From an optimization exercise on the open Yosys and OpenROAD flow, aimed at a short achievable clock period; shortcuts taken in it are not production practice. No activity file was given, so power comes from the tool's default toggle rates.

## ajq_top
module ajq_top #(
    parameter N_RX = 16,
    parameter N_TX = 16
) (
    input  wire        clk,
    input  wire        rst,
    input  wire        drx_req_valid,
    input  wire [39:0] drx_req,
    output wire        drx_req_ready,
    output reg         drx_rsp_valid,
    output wire [33:0] drx_rsp,
    input  wire        dtx_req_valid,
    input  wire [39:0] dtx_req,
    output wire        dtx_req_ready,
    output reg         dtx_rsp_valid,
    output wire [33:0] dtx_rsp,
    input  wire        m_req_valid,
    input  wire [39:0] m_req,
    output wire        m_req_ready,
    output reg         m_rsp_valid,
    output reg  [33:0] m_rsp,
    output wire        rxq_empty,
    output wire        rxq_full,
    output wire        txq_empty,
    output wire        txq_full,
    output wire        tx_irq_en,
    output wire [31:0] pkt
);
Size in the first run: roughly 2200 cells after synthesis, ~530 flip-flops, ~270 I/O pins, ~0.024 mm² of cells after synthesis.
clock: 4.0 ns
lec_check: 0
abc_clock_period_in_ps: 1500
cap_margin: 20
core_margin: 2
core_utilization: 40
setup_slack_margin: 2.2
slew_margin: 20
tns_end_percent: 100
standard.sh (not shown) runs the stock make flow with config.mk's settings and CLKGATE_MAP_FILE= SYNTH_SCRIPT=/design/flow/synth_recipe.tcl, a recipe that flattens the netlist after the stock synthesis.
==> flow/flow/run.sh <==
#!/bin/bash
set -euo pipefail
export BUFFER_PORTS_ARGS="-buffer_cell sky130_fd_sc_hd__buf_4"
bash standard.sh MATCH_CELL_FOOTPRINT=0 finish > flow_make.log 2>&1
Change:
CORE_UTILIZATION = 30   (was 40)
=> Register-to-register slack is about the same; global-route usage goes down by 5.1 points; cell area goes up by 3.0%.
Change:
CORE_UTILIZATION = 65   (was 30)
PLACE_DENSITY = 0.75   (was unset)
The changed run completed without violations.
Die area came out lower by 53%.
Worst setup slack is worse by 400 ps.
Power came out lower by 4.1%.
Final area came out lower by 4.7%.
Combinational power came out lower by about 2.6%.
Global-route usage came out higher by 20 points.
Routed wire length came out lower by 1.5%.
No run of this note included a check of the RTL's function; only the layout flow was run.

* * *

ajq_top, a different RTL version from the one above (not shown whole).
For scale: ~2,000 cells after synthesis, ~530 flip-flops, about 270 I/O pins.
Design ajq_top, start of the top module:
module ajq_top #(
    parameter N_RX = 16,
    parameter N_TX = 16
) (
    input  wire        clk,
    input  wire        rst,
    input  wire        drx_req_valid,
    input  wire [39:0] drx_req,
    output wire        drx_req_ready,
    output reg         drx_rsp_valid,
    output wire [33:0] drx_rsp,
    input  wire        dtx_req_valid,
    input  wire [39:0] dtx_req,
    output wire        dtx_req_ready,
    output reg         dtx_rsp_valid,
    output wire [33:0] dtx_rsp,
    input  wire        m_req_valid,
    input  wire [39:0] m_req,
    output wire        m_req_ready,
    output reg         m_rsp_valid,
    output reg  [33:0] m_rsp,
    output wire        rxq_empty,
    output wire        rxq_full,
    output wire        txq_empty,
    output wire        txq_full,
    output wire        tx_irq_en,
    output wire [31:0] pkt
);
    reg [14:0] rt_q;         
    reg        rnf_q;        
    reg        rxe_q;        
    reg        rxf_q;        
    reg [15:0] rs_q;         
    reg [15:0] re_q;         
    reg [7:0]  rh_q;         
    reg [14:0] tt_q;
    reg        tnf_q;
    reg        txe_q;
    reg        txf_q;
    reg [15:0] ts_q;
    reg [15:0] te_q;
    reg        irq_q;        
    reg        nirq_q;       
    reg [4:0]  pos_q;        
    reg [7:0]  f0_q, f1_q, f2_q, f3_q;
    reg [7:0]  fx_q;         
    reg [31:0] pkt_q;
    reg        rdy_q;        
    reg        busy_q;       
    reg [3:0]  es_q;         
    reg [31:0] esh_q;        
    reg [1:0]  drx_rsp_q;    
    reg [1:0]  dtx_st_q;     
    reg [7:0]  dtx_d_q;
    assign drx_req_ready = 1'b1;
    assign dtx_req_ready = 1'b1;
    assign m_req_ready   = rdy_q;
    assign rxq_empty     = rxe_q;
    assign rxq_full      = rxf_q;
    assign txq_empty     = txe_q;
    assign txq_full      = txf_q;
    assign tx_irq_en     = irq_q;
    assign pkt           = pkt_q;
    assign drx_rsp       = {drx_rsp_q, 32'h0};
    assign dtx_rsp       = {dtx_st_q, 24'h0, dtx_d_q};
    wire [3:0] drx_op = drx_req[39:36];
    wire [7:0] drx_b  = drx_req[7:0];
    wire [3:0] dtx_op = dtx_req[39:36];
    wire [3:0] m_op   = m_req[39:36];
    wire       m_q    = m_req[35];
    wire [7:0] m_b    = m_req[7:0];
    wire m_acc_d  = m_req_valid && !busy_q;
    wire m_acc    = m_acc_d && !rst;
    wire enc_step = busy_q && !rst;
  ...
export LEC_CHECK = 0
export ABC_CLOCK_PERIOD_IN_PS = 1500
export CAP_MARGIN = 20
export CORE_MARGIN = 2
export CORE_UTILIZATION = 40
export SETUP_SLACK_MARGIN = 2.4
export SLEW_MARGIN = 20
export TNS_END_PERCENT = 100
create_clock -name core_clock -period 4.0 [get_ports {clk}]
==> flow/flow/run.sh <==
#!/bin/bash
set -euo pipefail
export BUFFER_PORTS_ARGS="-buffer_cell sky130_fd_sc_hd__buf_8"
bash standard.sh MATCH_CELL_FOOTPRINT=0 finish > flow_make.log 2>&1
Next try:
==> flow/flow/run.sh (replaced) <==
#!/bin/bash
set -euo pipefail
export BUFFER_PORTS_ARGS="-buffer_cell sky130_fd_sc_hd__buf_4"
bash standard.sh MATCH_CELL_FOOTPRINT=0 finish > flow_make.log 2>&1
=> Synthesized area is unchanged. Power came out lower by 1.2%. Combinational power came out lower by about 1%. Global-route usage came out higher by 0.48 points. Worst hold slack improved by 0.029 ns. Maximum frequency came out higher by about 1.3%. Die area does not change. Routed wire length came out higher by about 2.3%. Critical path depth came out higher by 2. Final cell count came out higher by about 0.4%.
Next try:
==> flow/flow/run.sh (replaced) <==
#!/bin/bash
set -euo pipefail
export BUFFER_PORTS_ARGS="-buffer_cell sky130_fd_sc_hd__buf_4"
export POST_GLOBAL_ROUTE_TCL="$PWD/flow/extra_repair.tcl"
export EXTRA_REPAIR_MARGINS="1.8 2.1 2.4"
bash standard.sh MATCH_CELL_FOOTPRINT=0 finish > flow_make.log 2>&1
==> flow/flow/extra_repair.tcl (new file) <==
# Extra setup repair on global-route parasitics, aiming at a period well
# below the 4 ns target in steps; each pass is legalised and rerouted.
foreach m $::env(EXTRA_REPAIR_MARGINS) {
  estimate_parasitics -global_routing
  log_cmd repair_timing -setup -setup_margin $m -repair_tns 100 -verbose
  global_route -start_incremental
  detailed_placement
  global_route -end_incremental
}
estimate_parasitics -global_routing
report_worst_slack -max
write_guides $::env(RESULTS_DIR)/route.guide
--- a/flow/config.mk
+++ b/flow/config.mk
@@ -11,3 +11,3 @@
 export CORE_UTILIZATION = 40
-export SETUP_SLACK_MARGIN = 2.4
+export SETUP_SLACK_MARGIN = 2.2
 export SLEW_MARGIN = 20
What happened: Count of clock-buffer cells in the layout is unchanged; clock power rises by about 6%; power increases by about 2%; flip-flop and latch count stays the same; non-clock buffer count falls by 12; worst setup slack is better by 0.035 ns.
Next try:
==> flow/flow/run.sh (replaced) <==
#!/bin/bash
set -euo pipefail
export BUFFER_PORTS_ARGS="-buffer_cell sky130_fd_sc_hd__buf_4"
bash standard.sh MATCH_CELL_FOOTPRINT=0 finish > flow_make.log 2>&1
--- a/flow/config.mk
+++ b/flow/config.mk
@@ -11,3 +11,3 @@
 export CORE_UTILIZATION = 40
-export SETUP_SLACK_MARGIN = 2.2
+export SETUP_SLACK_MARGIN = 1.9
 export SLEW_MARGIN = 20
removed: flow/flow/extra_repair.tcl
Outcome: Count of clock-buffer cells in the layout decreases by 4; via count decreases by a few percent; maximum frequency decreases by a few percent; combinational power decreases by about a fifth; first-iteration DRC count increases by a little under a tenth.
No run of this note included a check of the RTL's function; only the layout flow was run.

==> separate check: timing with driven ports <==
No port has a modelled driver above. Below, the same layouts with a new extraction and two added sets of constraints. Step 1, drivers: a clkbuf_16 drives clk and a buf_2 each remaining input, both assumed. Step 2 also shifts input and output timing later by t, the mid clock arrival at the registers, as if the neighbouring blocks saw the same clock. a / b / c = ideal / step 1 / step 2; a / b = the first two.
run | shift t [ns] | setup WS [ns] | worst setup path at the end | latest minus earliest clock arrival (ns) | slew at the worst register clock pin (ns)
the first run of note 1 | 0.678 | 1.772 / 1.711 / 1.032 | input to register | 0.040 / 0.041 | 0.06 / 0.06
the second run of note 1 | 0.678 | 1.778 / 1.686 / 1.008 | input to register | 0.034 / 0.035 | 0.07 / 0.07
the third run of note 1 | 0.673 | 1.376 / 1.409 / 0.736 | input to register | 0.027 / 0.027 | 0.07 / 0.07
the first run of note 2 | 0.679 | 1.792 / 1.792 / 1.123 | input to register | 0.032 / 0.033 | 0.06 / 0.06
the second run of note 2 | 0.681 | 1.821 / 1.799 / 1.118 | input to register | 0.032 / 0.032 | 0.07 / 0.07
the third run of note 2 | 0.684 | 1.856 / 1.803 / 1.118 | input to register | 0.021 / 0.021 | 0.07 / 0.07
the fourth run of note 2 | 0.675 | 1.788 / 1.801 / 1.126 | input to register | 0.041 / 0.041 | 0.07 / 0.07
After both steps every run listed still meets setup and hold. The setup slack of the second run of note 1, which loses most, moves by -0.092 ns with the drivers and by -0.770 ns with both steps.
